This is an optimization exercise on Yosys and OpenROAD, whose aim is small area, not a production implementation. At most, simulation tests tie the RTL to the original design; equivalence was not proved. For run 5, only the layout was checked, not whether the RTL still works. No activity file was given, so power comes from the tool's default toggle rates.

$ cat flow/flow/run.sh
#!/bin/bash
set -euo pipefail
export BUFFER_PORTS_ARGS="-buffer_cell sky130_fd_sc_hd__buf_1"
export CTS_ARGS="-sink_clustering_enable -repair_clock_nets -buf_list sky130_fd_sc_hd__clkbuf_16 -sink_clustering_size 30 -sink_clustering_max_diameter 50 -dont_use_dummy_load"
bash standard.sh > flow_make.log 2>&1
$ cat flow/standard.sh
#!/bin/bash
# synth_recipe.tcl (not shown) runs the flow's synth.tcl, then flattens the netlist and writes it again
# the make line also repeats each setting of config.mk as NAME=value (left out here)
make -C /OpenROAD-flow-scripts/flow DESIGN_CONFIG=/design/flow/config.mk WORK_HOME=/design/flow/orfs CLKGATE_MAP_FILE= SYNTH_SCRIPT=/design/flow/synth_recipe.tcl "${@:-finish}"
$ cat flow/config.mk
export PLATFORM = sky130hd
export DESIGN_NAME = msf60_decoder
export DESIGN_NICKNAME = msf60_decoder
export VERILOG_FILES = /design/flow/design.v
export SDC_FILE = /design/flow/constraint.sdc
export NUM_CORES = 4
export LEC_CHECK = 0
export CAP_MARGIN = 20
export CORE_MARGIN = 2
export CORE_UTILIZATION = 40
export SLEW_MARGIN = 20
$ cat flow/constraint.sdc
create_clock -name core_clock -period 15.0 [get_ports {clk}]
set_input_delay 3.0000 -clock core_clock [delete_from_list [all_inputs] [get_ports {clk}]]
set_output_delay 3.0000 -clock core_clock [all_outputs]
set_load 0.01 [all_outputs]
$ cat flow/design.v
module msf60_decoder (
    input  wire        clk,
    input  wire        rst,
    input  wire [15:0] cfg_padding_ms,           
    input  wire        cfg_carrier_off_level,
    input  wire        edge_valid,
    input  wire        edge_level,
    input  wire [31:0] edge_time_ms,
    output wire        edge_ready,
    output reg         time_available,
    output reg  [2:0]  parity_outcome,
    output wire [7:0]  frame_length_seconds,
    output wire [1:0]  leap_second_indicator,
    output wire [7:0]  lf_minute_bcd,
    output wire [7:0]  lf_hour_bcd,
    output wire [7:0]  lf_weekday_bcd,
    output wire [7:0]  lf_date_bcd,
    output wire [7:0]  lf_month_bcd,
    output wire [7:0]  lf_year_bcd,
    output reg         lf_dst_active,
    output reg         lf_dst_imminent,
    output wire [15:0] lf_dut1_positive_ms,
    output wire [15:0] lf_dut1_negative_ms,
    output wire [1:0]  lf_leap_second_indicator,
    output wire [7:0]  lf_frame_length_seconds,
    output wire [63:0] lf_epoch_seconds
);
    localparam [2:0] S_IDLE  = 3'd0,    
                     S_CHECK = 3'd1,    
                     S_PAR   = 3'd2,    
                     S_LOAD  = 3'd3,    
                     S_EPOCH = 3'd4,    
                     S_INIT  = 3'd5;    
    reg [2:0]  state;
    reg [15:0] padding_ms;
    reg        carrier_off_level;
    reg [31:0] last_pulse_start;
    reg [31:0] pending_pulse_start;
    reg        last_zero;                
    reg        pending_zero;             
    reg        b_only;
    reg        frame_ready;
    reg [5:0]  bit_pointer;
    reg [42:0] wa;
    reg [6:0]  wb;
    reg [3:0]  dut1_pos_run;
    reg [3:0]  dut1_neg_run;
    reg        fl_v, fl_d1, fl_d0;
    reg        lfl_v, lfl_d1, lfl_d0;
    reg [34:0] fields;
    reg [3:0]  dut1_pos;
    reg [3:0]  dut1_neg;
    reg [32:0] epoch;
    reg [4:0]  pass;
    reg [5:0]  bitc;
    reg [1:0]  carry;
    reg [6:1]  dly;
    reg        pacc;
    assign edge_ready = (state == S_IDLE);
    wire [7:0] yr = fields[34:27];
    wire [4:0] mo = fields[26:22];
    wire [5:0] dt = fields[21:16];
    wire [2:0] wd = fields[15:13];
    wire [5:0] hr = fields[12:7];
    wire [6:0] mi = fields[6:0];
    wire        is_start = (edge_level == carrier_off_level);
    wire        sel_last = is_start && !last_zero;
    wire        sel_pend = !is_start && !pending_zero;
    wire [31:0] opnd     = ({32{sel_last}} & last_pulse_start) | ({32{sel_pend}} & pending_pulse_start);
    wire [32:0] bw;
    wire [31:0] diff;
    assign bw[0] = 1'b0;
    genvar k;
    generate for (k = 0; k < 32; k = k + 1) begin : g_sub
        assign diff[k]  = edge_time_ms[k] ^ opnd[k] ^ bw[k];
        assign bw[k+1]  = (!edge_time_ms[k] & opnd[k]) | (!(edge_time_ms[k] ^ opnd[k]) & bw[k]);
    end endgenerate
    wire        diff_hi  = |diff[31:16];
    wire [17:0] pa = {2'b00, diff[15:0]};
    wire [17:0] pb = {{2{padding_ms[15]}}, padding_ms};
    wire [18:0] pc;
    wire [17:0] psum;
    assign pc[0] = 1'b0;
    generate for (k = 0; k < 18; k = k + 1) begin : g_pad
        assign psum[k]  = pa[k] ^ pb[k] ^ pc[k];
        assign pc[k+1]  = (pa[k] & pb[k]) | ((pa[k] ^ pb[k]) & pc[k]);
    end endgenerate
    wire signed [17:0] padded = psum;
    wire ge100 = padded >= 18'sd100;
    wire ge200 = padded >= 18'sd200;
    wire ge300 = padded >= 18'sd300;
    wire ge400 = padded >= 18'sd400;
    wire ge500 = padded >= 18'sd500;
    wire ge600 = padded >= 18'sd600;
    wire sym1 = !diff_hi && ge100 && !ge200;
    wire sym2 = !diff_hi && ge200 && !ge300;
    wire sym3 = !diff_hi && ge300 && !ge400;
    wire sym5 = !diff_hi && ge500 && !ge600;
    wire sym_data = sym1 || sym2 || sym3;
    wire near_last = !diff_hi && (diff[15:0] < 16'd300);
    wire bit_a = !sym1;
    wire bit_b = sym3 || (sym1 && b_only);
    wire       ptr_last = (bit_pointer == 6'd63);
    wire [5:0] next_ptr = bit_pointer + {5'd0, !b_only};
    wire       marker_match = (wa[7:0] == 8'h7E);
    wire       s_bit        = wa[42];
    wire [5:0] j            = bitc;
    reg        grp_end;
    reg        grp_par;
    reg  [2:0] grp_code;
    always @(*) begin
        grp_end = 1'b1;
        case (j)
            6'd7:    begin grp_par = wb[5]; grp_code = 3'd1; end
            6'd18:   begin grp_par = wb[4]; grp_code = 3'd2; end
            6'd21:   begin grp_par = wb[3]; grp_code = 3'd3; end
            6'd34:   begin grp_par = wb[2]; grp_code = 3'd4; end
            default: begin grp_par = 1'b0;  grp_code = 3'd0; grp_end = 1'b0; end
        endcase
    end
    wire grp_fail  = grp_end && (pacc ^ s_bit ^ grp_par);
    wire rot_end   = (bitc == 6'd42);
    assign frame_length_seconds    = {2'b00, fl_v, fl_v, fl_v, fl_d1, fl_v & !fl_d1, fl_d0};
    assign leap_second_indicator   = {fl_v & !fl_d1 & !fl_d0, fl_v & !fl_d0};
    assign lf_frame_length_seconds = {2'b00, lfl_v, lfl_v, lfl_v, lfl_d1, lfl_v & !lfl_d1, lfl_d0};
    assign lf_leap_second_indicator = {lfl_v & !lfl_d1 & !lfl_d0, lfl_v & !lfl_d0};
    assign lf_year_bcd    = yr;
    assign lf_month_bcd   = {3'b000, mo};
    assign lf_date_bcd    = {2'b00, dt};
    assign lf_weekday_bcd = {5'b00000, wd};
    assign lf_hour_bcd    = {2'b00, hr};
    assign lf_minute_bcd  = {1'b0, mi};
    assign lf_epoch_seconds = {31'd0, epoch};
    function [15:0] x100(input [3:0] c);
        x100 = (c == 4'd0) ? 16'd0   : (c == 4'd1) ? 16'd100 : (c == 4'd2) ? 16'd200 :
               (c == 4'd3) ? 16'd300 : (c == 4'd4) ? 16'd400 : (c == 4'd5) ? 16'd500 :
               (c == 4'd6) ? 16'd600 : (c == 4'd7) ? 16'd700 : 16'd800;
    endfunction
    assign lf_dut1_positive_ms = x100(dut1_pos);
    assign lf_dut1_negative_ms = x100(dut1_neg);
    wire [3:0] yt = yr[7:4];
    wire [3:0] yu = yr[3:0];
    wire       y2d   = (yt < 4'd9) || (yt == 4'd9 && yu <= 4'd9);
    wire       gt130 = (yt >= 4'd14) || (yt == 4'd13 && yu != 4'd0) || (yt == 4'd12 && yu >= 4'd11);
    wire       eq130 = (yt == 4'd13 && yu == 4'd0) || (yt == 4'd12 && yu == 4'd10);
    wire [5:0] u     = {1'b0, yt, 1'b0} + {2'b00, yu} + {4'd0, y2d, 1'b0};
    wire [5:0] u1    = u + 6'd1;
    wire [3:0] g     = u1[5:2];
    wire       is_leap = (u[1:0] == 2'd2) && !eq130;
    wire       adj   = is_leap && (mo[4] || mo[3:0] > 4'd2);
    wire [8:0] mdb =
        (mo == 5'h02) ? 9'd31  : (mo == 5'h03) ? 9'd59  : (mo == 5'h04) ? 9'd90  :
        (mo == 5'h05) ? 9'd120 : (mo == 5'h06) ? 9'd151 : (mo == 5'h07) ? 9'd181 :
        (mo == 5'h08) ? 9'd212 : (mo == 5'h09) ? 9'd243 :
        (mo == 5'h0A || mo == 5'h10) ? 9'd273 :
        (mo == 5'h0B || mo == 5'h11) ? 9'd304 :
        (mo == 5'h0C || mo == 5'h12) ? 9'd334 : 9'd0;    
    localparam [63:0] K10956 = 64'd10956;
    wire kconst_bit = y2d ? (K10956[i] ^ (i == 6'd0 && adj)) :
                      (i == 6'd0) ? !(adj ^ gt130) : (!adj || gt130);
    wire       r  = epoch[0];
    wire [5:0] i  = bitc;
    reg        e0, e1, e2, e3, e6;
    reg  [3:0] dsel;
    reg  [1:0] doff;
    reg        use_k, use_m;
    always @(*) begin
        e0 = 1'b0; e1 = 1'b0; e2 = 1'b0; e3 = 1'b0; e6 = 1'b0;
        dsel = 4'd0; doff = 2'd0; use_k = 1'b0; use_m = 1'b0;
        case (pass)
            5'd0:  begin dsel = yt; end
            5'd1:  begin e3 = 1'b1; e1 = 1'b1; dsel = yu; end
            5'd2:  begin e2 = 1'b1; e0 = 1'b1; end
            5'd3:  begin e6 = 1'b1; e3 = 1'b1; e0 = 1'b1; dsel = yt; doff = 2'd1; end
            5'd4:  begin e0 = 1'b1; use_k = 1'b1; end
            5'd5:  begin e0 = 1'b1; use_m = 1'b1; end
            5'd6:  begin e0 = 1'b1; dsel = g; end
            5'd7:  begin e0 = 1'b1; dsel = {2'b00, dt[5:4]}; doff = 2'd3; end
            5'd8:  begin e0 = 1'b1; dsel = {2'b00, dt[5:4]}; doff = 2'd1; end
            5'd9:  begin e0 = 1'b1; dsel = dt[3:0]; end
            5'd10: begin e1 = 1'b1; e0 = 1'b1; dsel = {2'b00, hr[5:4]}; end
            5'd11: begin e2 = 1'b1; dsel = {2'b00, hr[5:4]}; end
            5'd12: begin e1 = 1'b1; dsel = hr[3:0]; end
            5'd13: begin e2 = 1'b1; e1 = 1'b1; dsel = {1'b0, mi[6:4]}; end
            5'd14: begin e2 = 1'b1; e0 = 1'b1; end
            5'd15: begin e1 = 1'b1; dsel = mi[3:0]; end
            5'd16: begin e3 = 1'b1; e2 = 1'b1; end
            5'd17: begin e2 = 1'b1; e0 = 1'b1; end
            default: ;
        endcase
    end
    wire [5:0] di     = i - {4'd0, doff};
    wire       dbit   = (di < 6'd4) && dsel[di[1:0]];
    wire       addend = use_k ? kconst_bit : use_m ? ((i < 6'd9) && mdb[i[3:0]]) : dbit;
    wire [2:0] ssum = {2'b00, e0 & r} + {2'b00, e1 & dly[1]} + {2'b00, e2 & dly[2]} +
                      {2'b00, e3 & dly[3]} + {2'b00, e6 & dly[6]} + {2'b00, addend} +
                      {1'b0, carry};
    wire pass_end = (bitc == 6'd32);
    wire in_epoch = (state == S_EPOCH);
    wire in_rot   = (state == S_PAR) || (state == S_LOAD);
    wire counting = in_rot || in_epoch || (state == S_INIT);
    wire cnt_end  = in_epoch ? pass_end : rot_end;
    always @(posedge clk) begin
        if (rst) begin
            state               <= S_INIT;
            padding_ms          <= cfg_padding_ms;
            carrier_off_level   <= cfg_carrier_off_level;
            bit_pointer         <= 6'd0;
            last_zero           <= 1'b1;
            pending_zero        <= 1'b1;
            b_only              <= 1'b0;
            frame_ready         <= 1'b0;
            time_available      <= 1'b0;
            parity_outcome      <= 3'd0;
            fl_v                <= 1'b0;
            fl_d1               <= 1'b0;
            fl_d0               <= 1'b0;
            lfl_v               <= 1'b0;
            lfl_d1              <= 1'b0;
            lfl_d0              <= 1'b0;
            lf_dst_active       <= 1'b0;
            lf_dst_imminent     <= 1'b0;
            dut1_pos            <= 4'd0;
            dut1_neg            <= 4'd0;
        end else begin
            case (state)
                S_IDLE: begin
                    if (edge_valid) begin
                        if (is_start) begin
                            b_only              <= near_last;
                            pending_pulse_start <= edge_time_ms;
                            pending_zero        <= 1'b0;
                        end else begin
                            time_available <= 1'b0;
                            if (sym5) begin
                                last_pulse_start <= pending_pulse_start;
                                last_zero        <= pending_zero;
                                if (frame_ready) begin
                                    time_available <= 1'b1;
                                    frame_ready    <= 1'b0;
                                end
                                bit_pointer <= 6'd0;
                            end else if (sym_data) begin
                                last_pulse_start <= pending_pulse_start;
                                last_zero        <= pending_zero;
                                if (ptr_last && !b_only) begin
                                    bit_pointer <= 6'd0;
                                end else begin
                                    bit_pointer <= next_ptr;
                                    if (b_only) begin
                                        wa[0] <= bit_a;
                                        wb[0] <= bit_b;
                                    end else begin
                                        wa <= {wa[41:0], bit_a};
                                        wb <= {wb[5:0], bit_b};
                                        if (bit_pointer == 6'd1)
                                            dut1_pos_run <= {3'd0, wb[0]};
                                        else if (bit_pointer >= 6'd2 && bit_pointer <= 6'd8)
                                            dut1_pos_run <= dut1_pos_run + {3'd0, wb[0]};
                                        if (bit_pointer == 6'd9)
                                            dut1_neg_run <= {3'd0, wb[0]};
                                        else if (bit_pointer >= 6'd10 && bit_pointer <= 6'd16)
                                            dut1_neg_run <= dut1_neg_run + {3'd0, wb[0]};
                                    end
                                    if (next_ptr >= 6'd58 && next_ptr <= 6'd61)
                                        state <= S_CHECK;
                                end
                            end
                        end
                    end
                end
                S_CHECK: begin
                    state <= S_IDLE;
                    if (marker_match) begin
                        fl_v           <= 1'b1;
                        fl_d1          <= bit_pointer[2];
                        fl_d0          <= bit_pointer[0];
                        parity_outcome <= 3'd0;
                        state          <= S_PAR;
                    end
                end
                S_PAR: begin
                    wa <= {wa[41:0], wa[42]};
                    if (grp_fail && parity_outcome == 3'd0)
                        parity_outcome <= grp_code;
                    if (rot_end) begin
                        if (parity_outcome == 3'd0) begin
                            frame_ready <= 1'b1;
                            state       <= S_LOAD;
                        end else begin
                            frame_ready <= 1'b0;
                            state       <= S_IDLE;
                        end
                    end
                end
                S_LOAD: begin
                    wa <= {wa[41:0], wa[42]};
                    if (rot_end) begin
                        lf_dst_active   <= wb[1];
                        lf_dst_imminent <= wb[6];
                        dut1_pos        <= dut1_pos_run;
                        dut1_neg        <= dut1_neg_run;
                        lfl_v           <= 1'b1;
                        lfl_d1          <= bit_pointer[2];
                        lfl_d0          <= bit_pointer[0];
                        state           <= S_EPOCH;
                    end
                end
                S_EPOCH: begin
                    if (pass_end && pass == 5'd17)
                        state <= S_IDLE;
                end
                S_INIT: begin
                    if (rot_end)
                        state <= S_IDLE;
                end
                default: state <= S_IDLE;
            endcase
        end
    end
    always @(posedge clk) begin
        if ((state == S_LOAD && bitc <= 6'd34) || state == S_INIT)
            fields <= {fields[33:0], (state == S_LOAD) & wa[42]};
        if (in_epoch || state == S_INIT)
            epoch <= {in_epoch & ssum[0], epoch[32:1]};
    end
    always @(posedge clk) begin
        if (counting && !cnt_end && !rst)
            bitc <= bitc + 6'd1;
        else
            bitc <= 6'd0;
        if (in_epoch && !pass_end) begin
            carry <= ssum[2:1];
            dly   <= {dly[5:1], r};
        end else begin
            carry <= 2'd0;
            dly   <= 6'd0;
        end
        if (!in_epoch)
            pass <= 5'd0;
        else if (pass_end)
            pass <= pass + 5'd1;
        pacc <= (state == S_PAR) && !grp_end && (pacc ^ s_bit);
    end
endmodule
==> summary.txt, run 1 <==
status=finished clean; most common cell in the netlist=edfxtp_1; instance count of the mapped netlist=between 1000 and 1500; core box area=about 32000 um2; Required @ worst endpoint=~15 ns; cell row count=65; worst-margin pin slew=1.00 ns; final non-filler cell area=14400 um2; number of synthesized flops with an enable pin=between 200 and 250; Initial Utilization=0.407; part of the cycle the worst path needs=0.966; Worst VDD drop=0.0000899 V; Leakage=5.41 nW; vias=between 8000 and 9000; grt ovf=0; via/cell ratio=5.10; number of remaining DRC errors=0; # setup viols final=0; max_cap viols=0; largest net degree at the start of global routing=58; Crit. End Element=register; post-route ant nets=0; H-tree depth=1; All-Layer GR Usage=0.151; Yosys cell types=74; cts hold-fix bufs=0; Synth area leaders=edfxtp_1 48%, dfxtp_1 8.2%, fa_1 8.1%; drt first pass iters=5; Reg clk slew, reported paths=0.07 ns; leading area contributor after synthesis=edfxtp_1; RSZ-0062 raised after global routing=no; Syn Area/Cell=12.5 um2; Post-Synthesis Cell Area=12900 um2; CP Class=in -> reg; vias in the first global route=7837; final cell count without fillers=roughly 1600; CTS sink cnt=260; startpoint types=input port; nets=1323; io pins=between 200 and 250; placer congestion estimate=0.806; CTS max path bufs=3; Slowest-stage cell, CP=or4_4; DP HPWL=~18000 um; dpl ws=-0.139 ns; die width=~180 um; Die Footprint=roughly 34000 um2; Routed Wire Length=25800 um; Post-CTS Resized=0; Synth top cells by count=207 x edfxtp_1, 88 x nor2_1, 75 x buf_4; I/O Buffers=159; CP most frequent cell=fa_1; Area after DPL=13700 um2; max incr delay on CP=0.50 ns; Slew Limit Fails=0; die height=183 um; placed cell count=1561; arrival time at the worst endpoint=about 15 ns; top-area cell type share of the netlist area=0.483; hold crit path type=reg -> reg; top_reg_cell synth=edfxtp_1; TritonCTS clock tree=done; share of the yosys chip area belonging to registers=0.566; Final Util=0.457; total power=1.45 mW; power density cells=101 nW/um2; drt wl/cell=roughly 16 um; Area Overhead vs Synth=12.3%; crit path time final=between 10 and 15 ns; Ant. Diodes=0; Starting DRT DRC Count=466; final setup margin=0.503 ns; crit-path max FO=6; YS warnings=1; final hold viol count=0; number of post-CTS setup repair buffers=0; clock buffer count from CTS=30; initial antenna violation count=0; Root Buffer=clkbuf_16; Layout Skew=0.0450 ns; Slew headroom=0.329; Clk Latency, worst-skew pair=0.55 ns; f_max=~69 MHz; async set-reset flop share out of synthesis=0; first-pass GRT wire length=41200 um; #FFs+latches synth=260; share of cells above drive strength 1=0.0648
stage by stage:
step | setup TNS (ns) | hold WS (ns)
floorplan | 0 | 0.400
global placement | 0 | 0.404
detailed placement | -1.97 | 0.405
CTS | 0 | 0.381
global route | 0 | 0.401
finish | 0 | 0.388
worst paths after layout:
check	startpoint	to	slack [ns]	cells after the start
setup / recovery	edge_level	dut1_neg_run[0]	0.50	42
hold / removal	wa[23]	wa[24]	0.39	0
setup reg to reg	carrier_off_level	dut1_neg_run[0]	2.59	41
hold reg to reg	wa[23]	wa[24]	0.39	0
cells by family after synthesis:
family                     share of synthesized area
xor gates and xnor gates                      0.0225
muxes                                         0.0197
adders and majority gates                      0.107
and+or+nand+nor                                0.119
DFF                                            0.566
other                                       0.000292
buffers and inverters                         0.0712
AOI/OAI and AO/OA                             0.0941
sequential cells by signal (all words and copies together), names as in the netlist, 7 cells and up:
signal and flops:
epoch 33, fields 35, last_pulse_start 32, padding_ms 16, pending_pulse_start 32, wa 43
wb 7
metal layers:
| metal | wire length [um] | GRT usage | vias up |
|---|---|---|---|
| met5 | 0 | 0 | - |
| met4 | 461 | 0.0355 | 0 |
| met3 | 1370 | 0.0224 | 35 |
| met2 | 11700 | 0.239 | 252 |
| met1 | 12300 | 0.219 | 3919 |
| li1 | - | - | 3907 |
power breakdown:
part           switching (mW)  internal [mW]  leakage [nW]
combinational          0.0461         0.0293          2.43
clock                   0.252          0.346         0.370
sequential            0.00510          0.775          2.61
total                   0.303           1.15          5.41
cell usage in the layout (no fill, tap or decap), drive strengths merged, types with 12 or more instances in the layout:
cell,Yosys,layout
inv,60,60
fa,52,52
clkbuf,28,32
nand2b,12,12
a211oi,12,12
nor2b,27,27
buf,79,173
mux2i,23,23
edfxtp,207,207
a22o,19,19
o21ai,24,24
dfxtp,53,53
xnor2,21,21
a22oi,18,18
nor3,17,17
nor2,89,89
nand3,31,31
a21oi,33,33
conb,1,64
ha,27,27
xor2,12,12
nand2,36,36
worst max-delay path, delay by kind of cell:
kind	cells	cell delay, ns
adder cells (fa/ha/maj)	31	9.42
AND/OR/NAND/NOR	6	1.47
buffers and inverters	3	0.39
AO/OA/AOI/OAI	1	0.24
XOR/XNOR	1	0.19
cell type report:
class | count | area (um2)
clock buffer | 30 | 751
fill | 2850 | 17200
inverter | 60 | 225
multi-input combinational | 664 | 4940
sequential | 260 | 7280
tap | 402 | 503
timing repair buffer | 175 | 744
==> inputs of run 2 (changes only) <==
==> flow/flow/run.sh (replaced) <==
#!/bin/bash
set -euo pipefail
export BUFFER_PORTS_ARGS="-buffer_cell sky130_fd_sc_hd__buf_1"
export CTS_ARGS="-sink_clustering_enable -repair_clock_nets -buf_list sky130_fd_sc_hd__clkbuf_4 -sink_clustering_size 10 -sink_clustering_max_diameter 40 -dont_use_dummy_load"
bash standard.sh > flow_make.log 2>&1
==> summary.txt, run 2 <==
Yosys cell types=74 (unchanged); status=finished clean; TritonCTS clock tree=done; CTS max path bufs=3 (unchanged); io pins=224 (unchanged); Worst VDD drop=0.0000535 V (-41%); number of remaining DRC errors=0 (unchanged); vias in the first global route=7973 (+1.7%); startpoint types=input port; top-area cell type share of the netlist area=0.483 (unchanged); Crit. End Element=register; nets=1337 (+1.1%); Initial Utilization=0.407 (unchanged); Post-CTS Resized=0 (unchanged); share of the yosys chip area belonging to registers=0.566 (unchanged); setup_tns=0 ns (unchanged); die width=183 um (unchanged); core box area=31600 um2 (unchanged); FILL cells=2927 (+2.7%); Area Overhead vs Synth=8.94%; crit path time final=14.53 ns (+0.0326 ns); max incr delay on CP=0.57 ns (+0.07 ns); Required @ worst endpoint=15.29 ns (+0.03 ns); top sig layer=met4; part of the cycle the worst path needs=0.969 (+0.00217); Met1 Routed Length=12300 um (about the same); I/O Buffers=159 (unchanged); vias=8188 (+0.92%); Reg clk slew, reported paths=0.11 ns (+0.04 ns); hold crit path type=reg -> reg; die height=183 um (unchanged); share of cells above drive strength 1=0.0732 (+0.00839); first-pass GRT wire length=41400 um (+0.37%); Routed Wire Length=25800 um (+0.14%); DP HPWL=18400 um (unchanged); largest registers=wa: 43 flops, fields: 35 flops, epoch: 33 flops; met2 WL post-DR=11500 um (-1.5%); post-route ant nets=0 (unchanged); worst hold slack=0.328 ns (-0.0603 ns); Layout Skew=0.128 ns (+0.0829 ns); arrival time at the worst endpoint=14.82 ns (+0.07 ns); Slew Limit Fails=0 (unchanged); placed cell count=1561 (unchanged); drt first pass iters=5 (unchanged); f_max=68.8 MHz (-0.22%); Slowest-stage cell, CP=or4_4; Die Footprint=33600 um2 (unchanged); placer congestion estimate=0.806 (unchanged); most frequent cells in the layout=207 x edfxtp_1, 158 x buf_1, 85 x nor2_1, 64 x conb_1, 55 x inv_1; RSZ-0062 raised after global routing=no; cell row count=65 (unchanged); leading area contributor after synthesis=edfxtp_1; top_reg_cell synth=edfxtp_1; Syn Area/Cell=12.5 um2 (unchanged); YS warnings=1 (unchanged); crit-path leading delay family=adder cells; power density cells=86.7 nW/um2 (-14%); worst-margin pin slew=1.06 ns (+0.0558 ns); CTS sink cnt=260 (unchanged); async set-reset flop share out of synthesis=0 (unchanged); H-tree depth=2 (+1); Root Buffer=clkbuf_4; Slew headroom=0.288 (-0.0412); drt wl/cell=16.1 um (-0.86%); initial antenna violation count=1 (+1); max FFs per register=43 (unchanged); number of synthesized flops with an enable pin=207 (unchanged); Buf/Inv on CP=2 (-1); crit-path max FO=6 (unchanged); commonest non-fill, non-tap cell in the layout=edfxtp_1; instance count of the mapped netlist=1028 (unchanged); max_cap viols=0 (unchanged); Synth area leaders=edfxtp_1 48%, dfxtp_1 8.2%, fa_1 8.1%; final cell count without fillers=1607 (+1.0%); Leakage=5.23 nW (-3.3%); clock buffer count from CTS=44 (+47%); Post-Synthesis Cell Area=12900 um2 (unchanged); CP most frequent cell=fa_1; number of post-CTS setup repair buffers=0 (unchanged); via/cell ratio=5.10 (about the same); Clk Latency, worst-skew pair=0.71 ns (+0.16 ns); final hold viol count=0 (unchanged); CP Class=in -> reg; # setup viols final=0 (unchanged); largest net degree at the start of global routing=58 (unchanged); total power=1.21 mW (-16%); grt ovf=0 (unchanged); All-Layer GR Usage=0.153 (+0.00226); Starting DRT DRC Count=510 (+9.4%); cts hold-fix bufs=0 (unchanged); met3 WL=1450 um (+5.8%); Most flops, register=wa; most common cell in the netlist=edfxtp_1; #FFs+latches synth=260 (unchanged); Synth top cells by count=207 x edfxtp_1, 88 x nor2_1, 75 x buf_4
[run 2: cell counts after synthesis]
Identical to the previous run, type by type.
[run 2: cells by family after synthesis]
kind of cell	synth area share
buf+inv	0.0712
other cells	0.000292
compound gates	0.0941
flops	0.566
xor+xnor	0.0225
mux	0.0197
fa+ha+maj	0.107
simple gates	0.119
[run 2: power breakdown]
part	internal [mW]	switching (mW)	total, mW
Clock	0.134	0.227	0.361
Sequential	0.774	0.00499	0.779
Combinational	0.0290	0.0461	0.0751
Total	0.937	0.278	1.21
[run 2: through the flow]
stage	util	setup WS, ns	cell area (um2)
final	0.443	0.471	14000
after global routing	0.443	0.0478	14000
after CTS	0.443	0.538	14000
after detailed placement	0.432	-0.139	13700
after global placement	0.432	0.0829	13700
after floorplan	-	0.0626	13100
[run 2: final cells by class]
class	count	area, um2	share of cell area
Tap cell	402	503	0.0359
Inverter	60	225	0.0161
Sequential cell	260	7280	0.519
Timing Repair Buffer	175	743	0.0530
Clock buffer	44	330	0.0236
Antenna cell	2	5.00	0.000357
Multi-Input combinational cell	664	4930	0.352
[run 2: path summary, 6_finish.rpt]
| path | startpoint | to | slack [ns] | cells after the start |
|---|---|---|---|---|
| min reg2reg | wa[41] | wa[42] | 0.33 | 0 |
| max | edge_level | dut1_pos_run[3] | 0.47 | 41 |
| max reg2reg | carrier_off_level | dut1_pos_run[3] | 2.54 | 40 |
| min | wa[41] | wa[42] | 0.33 | 0 |
[run 2: per-layer routing]
layer  up-vias  global-route usage
met2       241               0.235
li1       3945                   -
met3        50              0.0310
met4         0              0.0509
met1      3952               0.217
met5         -                   0
==> inputs of run 3 (changes only) <==
==> flow/flow/run.sh (replaced) <==
#!/bin/bash
set -euo pipefail
export BUFFER_PORTS_ARGS="-buffer_cell sky130_fd_sc_hd__buf_1"
export CTS_ARGS="-sink_clustering_enable -repair_clock_nets -buf_list sky130_fd_sc_hd__clkbuf_4 -sink_clustering_size 10 -sink_clustering_max_diameter 40 -dont_use_dummy_load"
export SKIP_REPAIR_TIE_FANOUT=1
bash standard.sh > flow_make.log 2>&1
==> summary.txt, run 3 <==
#FFs+latches synth=260 (unchanged); All-Layer GR Usage=0.151 (-0.00225); H-tree depth=2 (unchanged); drt wl/cell=16.6 um (+3.2%); max_cap viols=0 (unchanged); crit path time final=14.50 ns (-0.0290 ns); leading area contributor after synthesis=edfxtp_1; complex-gate fraction of the synthesized area=0.0941 (unchanged); placed cell count=1496 (-4.2%); vias in the first global route=7892 (-1.0%); Synth Area in Simple Gates=0.119 (unchanged); worst-margin pin slew=1.00 ns (-0.0581 ns); Layout Skew=0.0913 ns (-0.0366 ns); final cell count without fillers=1541 (-4.1%); Leakage=5.02 nW (-4.0%); CTS sink cnt=260 (unchanged); main combinational cell family by area after synthesis=simple AND/OR/NAND/NOR gates; share of the yosys chip area belonging to registers=0.566 (unchanged); Slowest-stage cell, CP=or4_4; cell row count=65 (unchanged); first-pass GRT wire length=41100 um (-0.75%); core box area=31600 um2 (unchanged); top-area cell type share of the netlist area=0.483 (unchanged); CP most frequent cell=fa_1; # setup viols final=0 (unchanged); crit-path max FO=6 (unchanged); largest net degree at the start of global routing=65 (+12%); Root Buffer=clkbuf_4; Slew Limit Fails=0 (unchanged); Syn Area/Cell=12.5 um2 (unchanged); adder-cell share of the synthesized area=0.107 (unchanged); Synth top cells by count=207 x edfxtp_1, 88 x nor2_1, 75 x buf_4; drt first pass iters=9 (+4); I/O Buffers=159 (unchanged); die height=183 um (unchanged); commonest non-fill, non-tap cell in the layout=edfxtp_1; met3 WL=1500 um (+3.5%); via/cell ratio=5.26 (+3.3%); power density cells=88.1 nW/um2 (+1.5%); TritonCTS clock tree=done; most frequent cells in the layout=207 x edfxtp_1, 157 x buf_1, 85 x nor2_1, 55 x inv_1, 53 x dfxtp_1; mux contribution to synthesized area=0.0197 (unchanged); Crit. End Element=register; DP HPWL=18100 um (-1.6%); Clk Latency, worst-skew pair=0.68 ns (-0.03 ns); post-route ant nets=0 (unchanged); Die Footprint=33600 um2 (unchanged); nets=1271 (-4.9%); Slew headroom=0.327 (+0.0390); f_max=69.0 MHz (+0.20%); initial antenna violation count=1 (unchanged); async set-reset flop share out of synthesis=0 (unchanged); total power=1.21 mW (-0.21%); CTS max path bufs=3 (unchanged); Post-Synthesis Cell Area=12900 um2 (unchanged); RSZ-0062 raised after global routing=no; io pins=224 (unchanged); status=finished clean; most common cell in the netlist=edfxtp_1; share of cells above drive strength 1=0.0774 (+0.00425); max incr delay on CP=0.56 ns (about the same); arrival time at the worst endpoint=14.81 ns (about the same); top sig layer=met4; vias=8113 (-0.92%); Worst VDD drop=0.0000512 V (-4.3%); Reg clk slew, reported paths=0.10 ns (about the same); instance count of the mapped netlist=1028 (unchanged); Required @ worst endpoint=15.31 ns (+0.02 ns); hold crit path type=reg -> reg; largest registers=wa: 43 flops, fields: 35 flops, epoch: 33 flops; startpoint types=input port; final hold viol count=0 (unchanged); Met1 Routed Length=12300 um (+0.36%); part of the cycle the worst path needs=0.967 (-0.00193); Routed Wire Length=25600 um (-1.0%); clock buffer count from CTS=43 (-2.3%); top_reg_cell synth=edfxtp_1; Final Util=0.435 (-0.00767); grt ovf=0 (unchanged); Synth area leaders=edfxtp_1 48%, dfxtp_1 8.2%, fa_1 8.1%; YS warnings=1 (unchanged); Post-Synth XOR/XNOR Area=0.0225 (unchanged); max FFs per register=43 (unchanged); Most flops, register=wa; Area Overhead vs Synth=7.05%; number of remaining DRC errors=0 (unchanged); Initial Utilization=0.407 (unchanged); placer congestion estimate=0.811 (+0.72%); Yosys cell types=74 (unchanged); Starting DRT DRC Count=655 (+28%); number of synthesized flops with an enable pin=207 (unchanged); CP Class=in -> reg; met2 WL post-DR=11200 um (-2.5%); die width=183 um (unchanged)
## run 3: final cells by class
cell class,instances,area [um2]
timing repair buffer,173,729
inverter,60,225
tap,402,503
clock buffer,43,323
multi-input combinational,601,4710
antenna,2,5.00
sequential,260,7280
fill,2945,17900
## run 3: where the power goes
group	leakage [nW]	internal, mW	total, mW	switching [mW]
clock	0.198	0.131	0.358	0.226
sequential	2.61	0.774	0.779	0.00496
combinational	2.22	0.0291	0.0758	0.0467
## run 3: metal layers
layer / global-route usage / vias up
met5: 0 / -
met4: 0.0406 / 0
met3: 0.0322 / 47
met2: 0.230 / 256
met1: 0.218 / 3931
li1: - / 3879
## run 3: path summary, 6_finish.rpt
kind | to | from | slack (ns) | cells after the start
worst min register to register | wa[17] | wa[16] | 0.39 | 0
worst max-delay path | dut1_neg_run[3] | edge_level | 0.50 | 42
worst min-delay path | wa[17] | wa[16] | 0.39 | 0
worst max register to register | dut1_neg_run[3] | carrier_off_level | 2.44 | 41
## run 3: logic make-up (layout without fill, tap and decap cells)
group	after synthesis	count (layout)
compound gates	171	171
xor+xnor	33	33
other cells	1	3
mux	25	25
simple gates	292	292
fa+ha+maj	79	79
buf+inv	167	276
flops	260	260
## run 3: stage by stage
stage	hold slack (ns)	TNS [ns]	area (um2)	setup slack [ns]
2_1_floorplan	0.400	0	12900	0.0626
3_3_place_gp	0.403	0	13400	0.0963
3_5_place_dp	0.405	-1.64	13400	-0.133
4_1_cts	0.384	0	13700	0.466
5_1_grt	0.400	0	13800	0.0172
6_report	0.391	0	13800	0.500
## run 3: timing repair
action,4_1_cts,5_1_grt
gates resized for setup,0,3
setup buffers,0,0
endpoints found under the setup margin,0,7
hold buffers,0,0
## run 3: critical path, delay by kind of cell
kind | cells | cell delay, ns
AOI/OAI and AO/OA | 1 | 0.24
xor gates and xnor gates | 1 | 0.18
adders and majority gates | 31 | 9.43
buffers and inverters | 3 | 0.39
and+or+nand+nor | 6 | 1.55
==> inputs of run 4 (changes only) <==
==> flow/flow/run.sh (replaced) <==
#!/bin/bash
set -euo pipefail
export BUFFER_PORTS_ARGS="-buffer_cell sky130_fd_sc_hd__buf_1"
export CTS_ARGS="-sink_clustering_enable -repair_clock_nets -buf_list sky130_fd_sc_hd__clkbuf_4 -sink_clustering_size 10 -sink_clustering_max_diameter 40 -dont_use_dummy_load"
export SKIP_REPAIR_TIE_FANOUT=1
export RECOVER_POWER=100
bash standard.sh > flow_make.log 2>&1
==> summary.txt, run 4 <==
initial antenna violation count=1 (unchanged); reg2reg path depth=41 (unchanged); RSZ-0062 raised after global routing=no; vias in the first global route=7892 (unchanged); CP most frequent cell=fa_1; Routed Wire Length=25600 um (unchanged); Layout Skew=0.0922 ns (+0.000905 ns); io pins=224 (unchanged); power density cells=88.3 nW/um2 (+0.33%); Synth area leaders=edfxtp_1 48%, dfxtp_1 8.2%, fa_1 8.1%; share of cells above drive strength 1=0.0686 (-0.00880); crit path time final=14.50 ns (-0.000128 ns); Most flops, register=wa; core box area=31600 um2 (unchanged); number of remaining DRC errors=0 (unchanged); number of synthesized flops with an enable pin=207 (unchanged); Crit Reg-Reg Endpoint=dut1_neg_run[3]; YS warnings=1 (unchanged); Crit. End Element=register; #FFs+latches synth=260 (unchanged); # setup viols final=0 (unchanged); area of the multi-input gates=4700 um2 (-0.16%); Slowest-stage cell, CP=or4_4; GR Util met3=0.0322 (unchanged); instance count of the mapped netlist=1028 (unchanged); first-pass GRT wire length=41100 um (unchanged); cell row count=65 (unchanged); DP HPWL=18100 um (unchanged); reg2reg setup slack=2.44 ns (about the same); Yosys cell types=74 (unchanged); most common cell in the netlist=edfxtp_1; TritonCTS clock tree=done; number of post-CTS setup repair buffers=0 (unchanged); leading area contributor after synthesis=edfxtp_1; clock buffer count from CTS=43 (unchanged); startpoint types=input port; hold crit path type=reg -> reg; Post-CTS Resized=0 (unchanged); met2 Use GR=0.230 (unchanged); drt first pass iters=5 (-4); Syn Area/Cell=12.5 um2 (unchanged); vias=8101 (-0.15%); Leakage=4.98 nW (-0.85%); die width=183 um (unchanged); Sequential Area=7280 um2 (unchanged); placer congestion estimate=0.811 (unchanged); Post-Synthesis Cell Area=12900 um2 (unchanged); crit-path max FO=6 (unchanged); Hold Path Sink=wa[17]; met1 Use GR=0.218 (unchanged); via/cell ratio=5.26 (about the same); max_cap viols=4 (+4); grt ovf=0 (unchanged); share of the yosys chip area belonging to registers=0.566 (unchanged); cts hold-fix bufs=0 (unchanged); Area Overhead vs Synth=6.63%; arrival time at the worst endpoint=14.81 ns (about the same); Blocking Checks=max-capacitance violations, max-slew violations; FILL cells=2952 (+0.24%); Root Buffer=clkbuf_4; Die Footprint=33600 um2 (unchanged); CTS max path bufs=3 (unchanged); Starting DRT DRC Count=608 (-7.2%); CTS sink cnt=260 (unchanged); Worst VDD drop=0.0000505 V (-1.4%); f_max=69.0 MHz (about the same); Slew Limit Fails=150 (+150); H-tree depth=2 (unchanged); GRT busiest layer=met2; final non-filler cell area=13700 um2 (-0.39%); part of the cycle the worst path needs=0.967 (about the same); All-Layer GR Usage=0.151 (unchanged); post-route ant nets=0 (unchanged); commonest non-fill, non-tap cell in the layout=edfxtp_1; total power=1.21 mW (about the same); status=complete, but fails checks; most frequent cells in the layout=207 x edfxtp_1, 157 x buf_1, 85 x nor2_1, 57 x inv_1, 53 x dfxtp_1; Slew headroom=-1.00 (-1.33); worst-margin pin slew=3.00 ns (+2.00 ns); max incr delay on CP=0.56 ns (about the same); top_reg_cell synth=edfxtp_1; Clk Latency, worst-skew pair=0.68 ns (about the same); hold path start=wa[16]; CP Class=in -> reg; nets=1271 (unchanged); worst hold path depth=0 (unchanged); largest net degree at the start of global routing=65 (unchanged); top-area cell type share of the netlist area=0.483 (unchanged); Reg clk slew, reported paths=0.10 ns (about the same); die height=183 um (unchanged); max FFs per register=43 (unchanged); Required @ worst endpoint=15.31 ns (about the same); async set-reset flop share out of synthesis=0 (unchanged); largest registers=wa: 43 flops, fields: 35 flops, epoch: 33 flops; Area after DPL=13400 um2 (unchanged); final hold viol count=0 (unchanged); Synth top cells by count=207 x edfxtp_1, 88 x nor2_1, 75 x buf_4; drt wl/cell=16.6 um (about the same); I/O Buffers=159 (unchanged); FF-to-FF Start=carrier_off_level; Initial Utilization=0.407 (unchanged)
run 4: cell counts after synthesis:
Identical to the previous run, type by type.
run 4: worst max-delay path by stage:
| stage | startpoint | endpoint |
|---|---|---|
| after floorplan | edge_level | wa[10] |
| after global placement | edge_level | dut1_neg_run[3] |
| after detailed placement | edge_level | dut1_neg_run[1] |
| after CTS | edge_level | dut1_neg_run[3] |
| after global routing | edge_level | last_pulse_start[0] |
| final | edge_level | dut1_neg_run[3] |
run 4: logic make-up (layout without fill, tap and decap cells):
family / count (synthesis) / count (layout) / synth area share
adder cells (fa/ha/maj): 79 / 79 / 0.107
AO/OA/AOI/OAI: 171 / 171 / 0.0941
buffers and inverters: 167 / 276 / 0.0712
other: 1 / 2 / 0.000292
flip-flops: 260 / 260 / 0.566
AND/OR/NAND/NOR: 292 / 292 / 0.119
multiplexers: 25 / 25 / 0.0197
XOR/XNOR: 33 / 33 / 0.0225
run 4: metal layers:
layer	vias up	wire length [um]
li1	3878	-
met1	3916	12300
met2	260	11200
met3	47	1510
met4	0	508
met5	-	0
run 4: report_power, final:
group,internal [mW],switching [mW],total (mW)
Sequential,0.774,0.00496,0.779
Clock,0.131,0.226,0.357
Combinational,0.0289,0.0466,0.0755
run 4: metrics by stage:
step                      hold WS [ns]   util  std cells  worst slack (ns)  TNS, ns
after floorplan                  0.400      -       1028            0.0626        0
after global placement           0.403  0.424       1496            0.0963        0
after detailed placement         0.405  0.424       1496            -0.133    -1.64
after CTS                        0.384  0.435       1539             0.466        0
after global routing             0.400  0.433       1540            0.0162        0
final                            0.391  0.433       1540             0.500        0
run 4: final cells by class:
type | count | share of cell area
antenna | 1 | 0.000182
multi-input combinational | 601 | 0.343
timing repair buffer | 173 | 0.0500
tap | 402 | 0.0367
sequential | 260 | 0.531
clock buffer | 43 | 0.0235
inverter | 60 | 0.0164
run 4: worst max-delay path: cells and delay by family:
kind / cells / cell delay [ns]
simple gates: 6 / 1.55
xor+xnor: 1 / 0.18
fa+ha+maj: 31 / 9.43
compound gates: 1 / 0.24
buf+inv: 3 / 0.39
==> inputs of run 5 (changes only) <==
--- a/flow/design.v
+++ b/flow/design.v
@@ -329,13 +329,11 @@
             bitc <= bitc + 6'd1;
         else
             bitc <= 6'd0;
-        if (in_epoch && !pass_end) begin
+        if (in_epoch && !pass_end)
             carry <= ssum[2:1];
-            dly   <= {dly[5:1], r};
-        end else begin
+        else
             carry <= 2'd0;
-            dly   <= 6'd0;
-        end
+        dly <= {dly[5:1], r && pass != 5'd0};
         if (!in_epoch)
             pass <= 5'd0;
         else if (pass_end)
==> summary.txt, run 5 <==
Area Overhead vs Synth=7.06%; Required @ worst endpoint=15.33 ns (+0.02 ns); number of synthesized flops with an enable pin=207 (unchanged); top_reg_cell synth=edfxtp_1; max_cap viols=4 (unchanged); Initial Utilization=0.406 (-0.000519); Sequential Area=7280 um2 (unchanged); All-Layer GR Usage=0.158 (+0.00689); die width=185 um (+1.2%); #FFs+latches synth=260 (unchanged); Post-Synthesis Cell Area=13200 um2 (+2.5%); cell row count=66 (+1.5%); Layout Skew=0.0576 ns (-0.0346 ns); TritonCTS clock tree=done; Area after DPL=13900 um2 (+3.2%); area of the multi-input gates=4960 um2 (+5.6%); Clk Latency, worst-skew pair=0.68 ns (about the same); Routed Wire Length=27000 um (+5.5%); Syn Area/Cell=12.3 um2 (-2.0%); CTS max path bufs=3 (unchanged); origin of the worst setup path=edge_level; CP Class=in -> reg; placed cell count=1583 (+5.8%); YS warnings=1 (unchanged); final hold viol count=0 (unchanged); leading area contributor after synthesis=edfxtp_1; CTS sink cnt=260 (unchanged); f_max=68.8 MHz (-0.24%); clock buffer count from CTS=42 (-2.3%); io pins=224 (unchanged); core box area=32500 um2 (+2.6%); power density cells=124 nW/um2 (+41%); DP HPWL=19400 um (+7.3%); Clk pwr share=0.203 (-0.092); status=complete, but fails checks; Die Footprint=34400 um2 (+2.4%); Most flops, register=wa; FF-to-FF Start=carrier_off_level; Leakage=4.87 nW (-2.2%); placer congestion estimate=0.812 (+0.12%); cts hold-fix bufs=0 (unchanged); share of cells above drive strength 1=0.0727 (+0.00409); Synth area leaders=edfxtp_1 47%, dfxtp_1 8.1%, fa_1 7.9%; die height=185 um (+1.2%); commonest non-fill, non-tap cell in the layout=edfxtp_1; Blocking Checks=max-capacitance violations, max-slew violations; crit-path max FO=42 (+36); CP most frequent cell=fa_1; setup_tns=0 ns (unchanged); initial antenna violation count=3 (+2); worst-margin pin slew=2.98 ns (-0.0245 ns); final setup margin=0.464 ns (-0.0353 ns); Comb pwr share=0.231 (+0.169); RSZ-0062 raised after global routing=no; FILL cells=3064 (+3.8%); Final Util=0.435 (+0.00115); vias=8453 (+4.3%); reg2reg setup slack=2.43 ns (about the same); Reg clk slew, reported paths=0.10 ns (about the same); dpl ws=-0.245 ns (-0.111 ns); largest net degree at the start of global routing=65 (unchanged); hold crit path type=reg -> reg; Synth top cells by count=207 x edfxtp_1, 85 x nor2_1, 75 x buf_4; instance count of the mapped netlist=1075 (+4.6%); Post-CTS Resized=0 (unchanged); number of remaining DRC errors=0 (unchanged); Yosys cell types=87 (+18%); grt ovf=0 (unchanged); post-route ant nets=0 (unchanged); I/O Buffers=159 (unchanged); Crit. End Element=register; Psw=0.566 mW (+100%); Root Buffer=clkbuf_4; Slew Limit Fails=139 (-7.3%); max incr delay on CP=0.55 ns (about the same); nets=1320 (+3.9%); most common cell in the netlist=edfxtp_1; Slew headroom=-0.988 (+0.0163); part of the cycle the worst path needs=0.969 (+0.00235); top-area cell type share of the netlist area=0.472 (-0.0116); Buf/Inv on CP=3 (unchanged); H-tree depth=2 (unchanged); arrival time at the worst endpoint=14.87 ns (+0.06 ns); share of the yosys chip area belonging to registers=0.552 (-0.0135); final non-filler cell area=14100 um2 (+2.9%); P_int=1.19 mW (+27%); crit path time final=14.54 ns (+0.0353 ns); drt first pass iters=7 (+2); startpoint types=input port; crit-path leading delay family=adder cells; max FFs per register=43 (unchanged); hold path start=dly[4]; number of post-CTS setup repair buffers=0 (unchanged); Slowest-stage cell, CP=or4_4; vias in the first global route=8176 (+3.6%); most frequent cells in the layout=207 x edfxtp_1, 157 x buf_1, 83 x nor2_1, 62 x inv_1, 56 x nand2_1; Starting DRT DRC Count=506 (-17%); largest registers=wa: 43 flops, fields: 35 flops, epoch: 33 flops; drt wl/cell=16.6 um (-0.14%); via/cell ratio=5.20 (-1.2%); first-pass GRT wire length=42900 um (+4.4%); Switching Fraction=0.323 (+0.0935); async set-reset flop share out of synthesis=0 (unchanged); Worst VDD drop=0.0000794 V (+57%); # setup viols final=0 (unchanged); Reg power frac=0.566 (-0.077); final cell count without fillers=1627 (+5.6%)
-- run 5: cells by family after synthesis --
kind of cell | synth area share
and+or+nand+nor | 0.128
DFF | 0.552
xor gates and xnor gates | 0.0225
AOI/OAI and AO/OA | 0.103
muxes | 0.0141
adders and majority gates | 0.107
buffers and inverters | 0.0731
other | 0.000285
-- run 5: worst reg2reg max path: cells and delay by family, from the launching register on --
family	cells	cell delay, ns
xor+xnor	1	0.23
flops	1	0.47
buf+inv	2	0.32
mux	1	0.24
simple gates	4	1.07
compound gates	3	0.52
fa+ha+maj	31	9.38
-- run 5: path summary, 6_finish.rpt --
path | end | depth (start not counted)
setup reg to reg | wa[28] | 42
hold reg to reg | dly[5] | 0
setup / recovery | wa[28] | 43
hold / removal | dly[5] | 0
-- run 5: area by class of cell --
type,count,area share
clock buffers,42,0.0224
inverters,64,0.0170
diodes,2,0.000355
multi-input cells,636,0.352
well taps,442,0.0392
flip-flops and latches,260,0.516
repair buffers,181,0.0534
-- run 5: through the flow --
step | hold WS, ns | total power, mW
after floorplan | 0.310 | 1.28
after global placement | 0.312 | 1.41
after global routing | 0.312 | 1.86
after detailed placement | 0.315 | 1.41
final | 0.309 | 1.75
after CTS | 0.310 | 1.78
-- run 5: routing by layer --
layer	vias up	wire (um)	GRT usage	part of all wire
met5	-	12	0	0.00044
met4	2	613	0.0486	0.023
met3	57	1450	0.0352	0.054
met2	224	12700	0.251	0.47
met1	4127	12200	0.216	0.45
li1	4043	-	-	-
-- run 5: power by group through the flow --
stage | clock [mW] | sequential (mW) | combinational [mW]
finish | 0.355 | 0.992 | 0.406
global placement | 0 | 1.00 | 0.402
CTS | 0.376 | 0.992 | 0.411
global route | 0.403 | 1.01 | 0.452
floorplan | 0 | 1.00 | 0.275
detailed placement | 0 | 1.01 | 0.407
==> inputs of run 6 (changes only) <==
--- a/flow/design.v
+++ b/flow/design.v
@@ -329,11 +329,13 @@
             bitc <= bitc + 6'd1;
         else
             bitc <= 6'd0;
-        if (in_epoch && !pass_end)
+        if (in_epoch && !pass_end) begin
             carry <= ssum[2:1];
-        else
+            dly   <= {dly[5:1], r};
+        end else begin
             carry <= 2'd0;
-        dly <= {dly[5:1], r && pass != 5'd0};
+            dly   <= 6'd0;
+        end
         if (!in_epoch)
             pass <= 5'd0;
         else if (pass_end)
==> flow/flow/run.sh (replaced) <==
#!/bin/bash
set -euo pipefail
export BUFFER_PORTS_ARGS="-buffer_cell sky130_fd_sc_hd__buf_1"
export CTS_ARGS="-sink_clustering_enable -repair_clock_nets -buf_list sky130_fd_sc_hd__clkbuf_4 -sink_clustering_size 12 -sink_clustering_max_diameter 40 -dont_use_dummy_load"

bash standard.sh > flow_make.log 2>&1
==> summary.txt, run 6 <==
status=finished clean; Buf/Inv on CP=2 (-1); Starting DRT DRC Count=438 (-13%); Die Footprint=33600 um2 (-2.3%); Leakage=5.23 nW (+7.3%); Area after DPL=13700 um2 (-1.3%); All-Layer GR Usage=0.153 (-0.00480); commonest non-fill, non-tap cell in the layout=edfxtp_1; number of remaining DRC errors=0 (unchanged); power density cells=86.5 nW/um2 (-30%); leading area contributor after synthesis=edfxtp_1; Layout Skew=0.148 ns (+0.0901 ns); reg2reg setup slack=2.56 ns (+0.13 ns); io pins=224 (unchanged); crit-path max FO=6 (-86%); YS warnings=1 (unchanged); die width=183 um (-1.2%); max_cap viols=0 (-4); instance count of the mapped netlist=1028 (-4.4%); Most flops, register=wa; # setup viols final=0 (unchanged); first-pass GRT wire length=41400 um (-3.6%); drt wl/cell=16.1 um (-3.2%); Routed Wire Length=25800 um (-4.4%); Slew Limit Fails=0 (-100%); vias=8170 (-3.3%); Syn Area/Cell=12.5 um2 (+2.1%); top-area cell type share of the netlist area=0.483 (+0.0116); H-tree depth=2 (unchanged); initial antenna violation count=2 (-1); CP most frequent cell=fa_1; #FFs+latches synth=260 (unchanged); clock buffer count from CTS=43 (+2.4%); share of cells above drive strength 1=0.0724 (-0.000317); cts hold-fix bufs=0 (unchanged); top_reg_cell synth=edfxtp_1; I/O Buffers=159 (unchanged); max FFs per register=43 (unchanged); hold crit path type=reg -> reg; Root Buffer=clkbuf_4; number of synthesized flops with an enable pin=207 (unchanged); Synth area leaders=edfxtp_1 48%, dfxtp_1 8.2%, fa_1 8.1%; setup_tns=0 ns (unchanged); final hold viol count=0 (unchanged); die height=183 um (-1.2%); Slew headroom=0.282 (+1.27); number of post-CTS setup repair buffers=0 (unchanged); most frequent cells in the layout=207 x edfxtp_1, 158 x buf_1, 85 x nor2_1, 64 x conb_1, 55 x inv_1; largest net degree at the start of global routing=58 (-11%); Reg clk slew, reported paths=0.12 ns (+0.02 ns); Slowest-stage cell, CP=or4_4; drt first pass iters=5 (-2); placer congestion estimate=0.806 (-0.84%); crit path time final=14.52 ns (-0.0177 ns); Crit. End Element=register; final non-filler cell area=14000 um2 (-0.73%); crit-path leading delay family=adder cells; core box area=31600 um2 (-2.5%); Post-CTS Resized=0 (unchanged); share of the yosys chip area belonging to registers=0.566 (+0.0135); post-route ant nets=0 (unchanged); async set-reset flop share out of synthesis=0 (unchanged); Required @ worst endpoint=15.29 ns (-0.04 ns); CP Class=in -> reg; TritonCTS clock tree=done; Yosys cell types=74 (-15%); dpl ws=-0.139 ns (+0.106 ns); most common cell in the netlist=edfxtp_1; grt ovf=0 (unchanged); max incr delay on CP=0.57 ns (+0.02 ns); via/cell ratio=5.09 (-2.1%); CTS sink cnt=260 (unchanged); vias in the first global route=7970 (-2.5%); Worst VDD drop=0.0000526 V (-34%); Clk Latency, worst-skew pair=0.72 ns (+0.04 ns); startpoint types=input port; worst-margin pin slew=1.07 ns (-1.91 ns); worst hold slack=0.317 ns (+0.00750 ns); part of the cycle the worst path needs=0.968 (-0.00118); final setup margin=0.482 ns (+0.0177 ns); Post-Synthesis Cell Area=12900 um2 (-2.4%); DP HPWL=18400 um (-5.3%); cell row count=65 (-1.5%); total power=1.21 mW (-31%); largest registers=wa: 43 flops, fields: 35 flops, epoch: 33 flops; nets=1336 (+1.2%); Initial Utilization=0.407 (+0.000519); arrival time at the worst endpoint=14.81 ns (-0.06 ns); Area Overhead vs Synth=8.88%; Synth top cells by count=207 x edfxtp_1, 88 x nor2_1, 75 x buf_4; f_max=68.9 MHz (+0.12%); CTS max path bufs=3 (unchanged); RSZ-0062 raised after global routing=no
run 6: cells by family (layout without fill, tap and decap cells):
family,count (synthesis),in the layout,synth area share
muxes,25,25,0.0197
DFF,260,260,0.566
other,1,66,0.000292
AOI/OAI and AO/OA,171,171,0.0941
and+or+nand+nor,292,292,0.119
buffers and inverters,167,278,0.0712
adders and majority gates,79,79,0.107
xor gates and xnor gates,33,33,0.0225
run 6: area by class of cell:
| class | count | area [um2] |
|---|---|---|
| inverters | 60 | 225 |
| multi-input cells | 664 | 4930 |
| clock buffers | 43 | 323 |
| fillers | 2932 | 17600 |
| repair buffers | 175 | 743 |
| well taps | 402 | 503 |
| flip-flops and latches | 260 | 7280 |
| diodes | 2 | 5.00 |
run 6: routing by layer:
layer / wire, um / part of all wire / GRT usage / vias to the layer above
met2: 11500 / 0.45 / 0.235 / 239
met1: 12200 / 0.47 / 0.217 / 3941
met3: 1430 / 0.055 / 0.0306 / 47
met5: 0 / 0 / 0 / -
li1: - / - / - / 3943
met4: 576 / 0.022 / 0.0509 / 0
run 6: worst paths after layout:
kind	depth (start not counted)	from	end
max	41	edge_level	dut1_pos_run[3]
min	0	wa[36]	wa[37]
max reg2reg	40	carrier_off_level	dut1_pos_run[3]
min reg2reg	0	wa[36]	wa[37]
run 6: power breakdown:
| group | leakage, nW | switching (mW) | internal, mW |
|---|---|---|---|
| combinational | 2.42 | 0.0460 | 0.0290 |
| clock | 0.198 | 0.226 | 0.131 |
| sequential | 2.61 | 0.00500 | 0.774 |
run 6: per-stage QoR:
stage	util	std cells
floorplan	-	1091
global placement	0.432	1561
detailed placement	0.432	1561
CTS	0.442	1604
global route	0.443	1606
finish	0.443	1606
==> inputs of run 7 (changes only) <==
==> flow/flow/run.sh (replaced) <==
#!/bin/bash
set -euo pipefail
export BUFFER_PORTS_ARGS="-buffer_cell sky130_fd_sc_hd__buf_1"
export CTS_ARGS="-sink_clustering_enable -repair_clock_nets -buf_list sky130_fd_sc_hd__clkbuf_8 -sink_clustering_size 16 -sink_clustering_max_diameter 40 -dont_use_dummy_load"
export SKIP_REPAIR_TIE_FANOUT=1
bash standard.sh > flow_make.log 2>&1
==> summary.txt, run 7 <==
Clk pwr share=0.359 (+0.064); Switching Fraction=0.218 (-0.0109); Syn Area/Cell=12.5 um2 (unchanged); CTS max path bufs=3 (unchanged); via/cell ratio=5.25 (+3.2%); first-pass GRT wire length=41100 um (-0.67%); hold crit path type=reg -> reg; die width=183 um (unchanged); power density cells=95.3 nW/um2 (+10%); Most flops, register=wa; Synth top cells by count=207 x edfxtp_1, 88 x nor2_1, 75 x buf_4; max incr delay on CP=0.50 ns (-0.07 ns); area of the multi-input gates=4710 um2 (-4.4%); TritonCTS clock tree=done; vias=8072 (-1.2%); number of post-CTS setup repair buffers=0 (unchanged); Die Footprint=33600 um2 (unchanged); drt wl/cell=16.6 um (+3.4%); Crit. End Element=register; leading area contributor after synthesis=edfxtp_1; clock buffer count from CTS=41 (-4.7%); All-Layer GR Usage=0.151 (-0.00216); YS warnings=1 (unchanged); Comb pwr share=0.057 (-0.005); Reg power frac=0.584 (-0.059); vias in the first global route=7841 (-1.6%); top-area cell type share of the netlist area=0.483 (unchanged); CP most frequent cell=fa_1; final non-filler cell area=14000 um2 (about the same); Ant. Diodes=0 (-2); Leakage=5.12 nW (-2.0%); top_reg_cell synth=edfxtp_1; Post-Synthesis Cell Area=12900 um2 (unchanged); Psw=0.291 mW (+5.1%); RSZ-0062 raised after global routing=no; dpl ws=-0.133 ns (+0.00571 ns); part of the cycle the worst path needs=0.967 (-0.00119); commonest non-fill, non-tap cell in the layout=edfxtp_1; max FFs per register=43 (unchanged); arrival time at the worst endpoint=14.70 ns (-0.11 ns); cell row count=65 (unchanged); final cell count without fillers=1537 (-4.3%); placer congestion estimate=0.811 (+0.72%); Layout Skew=0.0610 ns (-0.0867 ns); Slew Limit Fails=0 (unchanged); FILL cells=2916 (-0.55%); setup_tns=0 ns (unchanged); worst hold slack=0.388 ns (+0.0718 ns); share of cells above drive strength 1=0.0767 (+0.00427); share of the yosys chip area belonging to registers=0.566 (unchanged); startpoint types=input port; crit-path leading delay family=adder cells; largest net degree at the start of global routing=65 (+12%); most common cell in the netlist=edfxtp_1; grt ovf=0 (unchanged); P_int=1.04 mW (+12%); crit-path max FO=6 (unchanged); Area after DPL=13400 um2 (-1.8%); Buf/Inv on CP=3 (+1); nets=1269 (-5.0%); CP Class=in -> reg; final setup margin=0.500 ns (+0.0179 ns); core box area=31600 um2 (unchanged); DP HPWL=18100 um (-1.6%); Final Util=0.443 (about the same); Reg clk slew, reported paths=0.08 ns (-0.04 ns); total power=1.34 mW (+10%); crit path time final=14.50 ns (-0.0179 ns); status=finished clean; #FFs+latches synth=260 (unchanged); f_max=69.0 MHz (+0.12%); Yosys cell types=74 (unchanged); Worst VDD drop=0.0000590 V (+12%); async set-reset flop share out of synthesis=0 (unchanged); Slowest-stage cell, CP=or4_4; Synth area leaders=edfxtp_1 48%, dfxtp_1 8.2%, fa_1 8.1%; CTS sink cnt=260 (unchanged); placed cell count=1496 (-4.2%); initial antenna violation count=0 (-2); Area Overhead vs Synth=8.93% (about the same); largest registers=wa: 43 flops, fields: 35 flops, epoch: 33 flops; Root Buffer=clkbuf_8; H-tree depth=2 (unchanged); Routed Wire Length=25500 um (-1.0%); number of remaining DRC errors=0 (unchanged); number of synthesized flops with an enable pin=207 (unchanged); instance count of the mapped netlist=1028 (unchanged); I/O Buffers=159 (unchanged); Slew headroom=0.325 (+0.0429); Required @ worst endpoint=15.20 ns (-0.09 ns); post-route ant nets=0 (unchanged); die height=183 um (unchanged); Initial Utilization=0.407 (unchanged); final hold viol count=0 (unchanged); most frequent cells in the layout=207 x edfxtp_1, 157 x buf_1, 85 x nor2_1, 55 x inv_1, 53 x dfxtp_1; worst-margin pin slew=1.00 ns (-0.0639 ns); Clk Latency, worst-skew pair=0.55 ns (-0.17 ns); max_cap viols=0 (unchanged); io pins=224 (unchanged); # setup viols final=0 (unchanged); Starting DRT DRC Count=589 (+34%); Sequential Area=7280 um2 (unchanged); drt first pass iters=5 (unchanged)
[run 7: cell counts after synthesis]
Identical to the previous run, type by type.
[run 7: final cells by class]
| type | instances | area share |
|---|---|---|
| clock buffer | 41 | 0.0403 |
| inverter | 60 | 0.0161 |
| multi-input combinational | 601 | 0.336 |
| sequential | 260 | 0.519 |
| tap | 402 | 0.0359 |
| timing repair buffer | 173 | 0.0521 |
[run 7: what timing repair did]
item                                    CTS  global route
gates resized for setup                   0             4
hold buffers                              0             0
endpoints found under the setup margin    0            74
[run 7: cells by family after synthesis]
group,synth area share
compound gates,0.0941
other cells,0.000292
xor+xnor,0.0225
flops,0.566
simple gates,0.119
fa+ha+maj,0.107
mux,0.0197
buf+inv,0.0712
[run 7: power by group through the flow]
stage               combinational, mW  clock (mW)  sequential [mW]
floorplan                      0.0662           0            0.793
global placement               0.0740           0            0.795
finish                         0.0757       0.480            0.780
CTS                            0.0756       0.503            0.780
detailed placement             0.0753           0            0.795
global route                   0.0868       0.530            0.780
[run 7: worst paths after layout]
check	startpoint	endpoint	slack, ns	cells past startpoint
setup / recovery	edge_level	dut1_neg_run[1]	0.50	42
hold / removal	wa[18]	wa[19]	0.39	0
setup reg to reg	carrier_off_level	dut1_neg_run[1]	2.59	41
hold reg to reg	wa[18]	wa[19]	0.39	0
[run 7: per-layer routing]
metal | up-vias | wire length [um] | track usage
met4 | 0 | 435 | 0.0381
met3 | 42 | 1580 | 0.0324
met2 | 249 | 11400 | 0.232
met1 | 3927 | 12100 | 0.217
met5 | - | 0 | 0
li1 | 3854 | - | -
==> inputs of run 8 (changes only) <==
==> flow/flow/run.sh (replaced) <==
#!/bin/bash
set -euo pipefail
export BUFFER_PORTS_ARGS="-buffer_cell sky130_fd_sc_hd__buf_1"
export CTS_ARGS="-sink_clustering_enable -repair_clock_nets -buf_list sky130_fd_sc_hd__clkbuf_2 -sink_clustering_size 6 -sink_clustering_max_diameter 25 -dont_use_dummy_load"
export SKIP_REPAIR_TIE_FANOUT=1
bash standard.sh > flow_make.log 2>&1
==> summary.txt, run 8 <==
Synth area leaders=edfxtp_1 48%, dfxtp_1 8.2%, fa_1 8.1%; I/O Buffers=159 (unchanged); Slew headroom=0.329 (+0.00411); placer congestion estimate=0.811 (unchanged); final non-filler cell area=13800 um2 (-1.4%); GRT busiest layer=met2; met2 Use GR=0.231 (-0.00152); setup_tns=0 ns (unchanged); cell row count=65 (unchanged); Starting DRT DRC Count=660 (+12%); hold path start=epoch[2]; most common cell in the netlist=edfxtp_1; nets=1304 (+2.8%); crit path time final=14.33 ns (-0.169 ns); worst hold slack=0.342 ns (-0.0461 ns); total power=1.24 mW (-7.1%); drt wl/cell=16.5 um (-0.62%); max FFs per register=43 (unchanged); Slowest-stage cell, CP=or4_4; core box area=31600 um2 (unchanged); max_cap viols=0 (unchanged); #FFs+latches synth=260 (unchanged); top_reg_cell synth=edfxtp_1; Required @ worst endpoint=15.56 ns (+0.36 ns); Final Util=0.436 (-0.00641); Reg clk slew, reported paths=0.08 ns (about the same); number of remaining DRC errors=0 (unchanged); cts hold-fix bufs=0 (unchanged); Area Overhead vs Synth=7.35%; largest net degree at the start of global routing=65 (unchanged); CP Class=in -> reg; Die Footprint=33600 um2 (unchanged); number of synthesized flops with an enable pin=207 (unchanged); async set-reset flop share out of synthesis=0 (unchanged); FF-to-FF Start=carrier_off_level; most frequent cells in the layout=207 x edfxtp_1, 158 x buf_1, 85 x nor2_1, 77 x clkbuf_2, 55 x inv_1; Yosys cell types=74 (unchanged); part of the cycle the worst path needs=0.955 (-0.0113); crit-path max FO=6 (unchanged); met1 Use GR=0.216 (-0.00133); DP HPWL=18100 um (unchanged); max incr delay on CP=0.56 ns (+0.06 ns); arrival time at the worst endpoint=14.89 ns (+0.19 ns); Area after DPL=13400 um2 (unchanged); initial antenna violation count=1 (+1); largest registers=wa: 43 flops, fields: 35 flops, epoch: 33 flops; CTS sink cnt=260 (unchanged); instance count of the mapped netlist=1028 (unchanged); Routed Wire Length=26000 um (+1.7%); die height=183 um (unchanged); RSZ-0062 raised after global routing=no; Syn Area/Cell=12.5 um2 (unchanged); GR Util met3=0.0429 (+0.0105); FILL cells=2945 (+0.99%); Slew Limit Fails=0 (unchanged); top-area cell type share of the netlist area=0.483 (unchanged); Post-CTS Resized=0 (unchanged); number of post-CTS setup repair buffers=0 (unchanged); final hold viol count=0 (unchanged); dpl ws=-0.133 ns (unchanged); Most flops, register=wa; Synth top cells by count=207 x edfxtp_1, 88 x nor2_1, 75 x buf_4; die width=183 um (unchanged); CTS max path bufs=3 (unchanged); worst-margin pin slew=0.999 ns (-0.00611 ns); Clk Latency, worst-skew pair=0.90 ns (+0.35 ns); power density cells=89.8 nW/um2 (-5.8%); final setup margin=0.669 ns (+0.169 ns); io pins=224 (unchanged); TritonCTS clock tree=done; f_max=69.8 MHz (+1.2%); # setup viols final=0 (unchanged); Post-Synthesis Cell Area=12900 um2 (unchanged); Initial Utilization=0.407 (unchanged); H-tree depth=3 (+1); YS warnings=1 (unchanged); status=finished clean; Layout Skew=0.131 ns (+0.0697 ns); startpoint types=input port; grt ovf=0 (unchanged); final cell count without fillers=1573 (+2.3%); vias=8229 (+1.9%); Leakage=5.13 nW (+0.19%); post-route ant nets=0 (unchanged); hold crit path type=reg -> reg; origin of the worst setup path=edge_level; share of the yosys chip area belonging to registers=0.566 (unchanged); CP most frequent cell=fa_1; drt first pass iters=5 (unchanged); Root Buffer=clkbuf_2; via/cell ratio=5.23 (-0.39%); clock buffer count from CTS=76 (+85%); Worst VDD drop=0.0000504 V (-15%); commonest non-fill, non-tap cell in the layout=edfxtp_1; vias in the first global route=8111 (+3.4%); All-Layer GR Usage=0.156 (+0.00514); leading area contributor after synthesis=edfxtp_1; placed cell count=1496 (unchanged); first-pass GRT wire length=41600 um (+1.3%); share of cells above drive strength 1=0.101 (+0.0242); Crit. End Element=register
## run 8: cell counts after synthesis
No cell type changed its count.
## run 8: cell families after synthesis
kind of cell             synth area share
AND/OR/NAND/NOR                     0.119
buffers and inverters              0.0712
multiplexers                       0.0197
XOR/XNOR                           0.0225
adder cells (fa/ha/maj)             0.107
AO/OA/AOI/OAI                      0.0941
flip-flops                          0.566
other                            0.000292
## run 8: path summary, 6_finish.rpt
| path | cells after the start | end | slack, ns |
|---|---|---|---|
| setup / recovery | 42 | dut1_neg_run[2] | 0.67 |
| hold / removal | 0 | epoch[1] | 0.34 |
| setup reg to reg | 41 | dut1_neg_run[2] | 2.57 |
| hold reg to reg | 0 | epoch[1] | 0.34 |
## run 8: layout make-up
class	count	area (um2)	share of cell area
Timing Repair Buffer	173	728	0.0527
Sequential cell	260	7280	0.527
Multi-Input combinational cell	601	4690	0.340
Antenna cell	1	2.50	0.000181
Inverter	60	225	0.0163
Clock buffer	76	380	0.0275
Tap cell	402	503	0.0364
## run 8: per-layer routing
metal | up-vias | wire length, um
li1 | 3940 | -
met5 | - | 0
met4 | 0 | 587
met2 | 291 | 11500
met3 | 53 | 1740
met1 | 3945 | 12200
## run 8: worst max-delay path: cells and delay by family
family | cells | cell delay [ns]
buffers and inverters | 3 | 0.39
and+or+nand+nor | 6 | 1.57
xor gates and xnor gates | 1 | 0.25
adders and majority gates | 31 | 9.44
AOI/OAI and AO/OA | 1 | 0.24
## run 8: where the power goes
part | internal (mW) | switching [mW] | total, mW
combinational | 0.0288 | 0.0466 | 0.0754
clock | 0.131 | 0.255 | 0.386
sequential | 0.774 | 0.00485 | 0.779

Re-timed with assumed drivers on the ports (clkbuf_16 on the clock, buf_2 on other inputs), run 8 has 0.685 ns of setup slack against 0.669 ns with ideal ports, and -0.192 ns once port delays also move by the mid clock arrival of 0.877 ns.
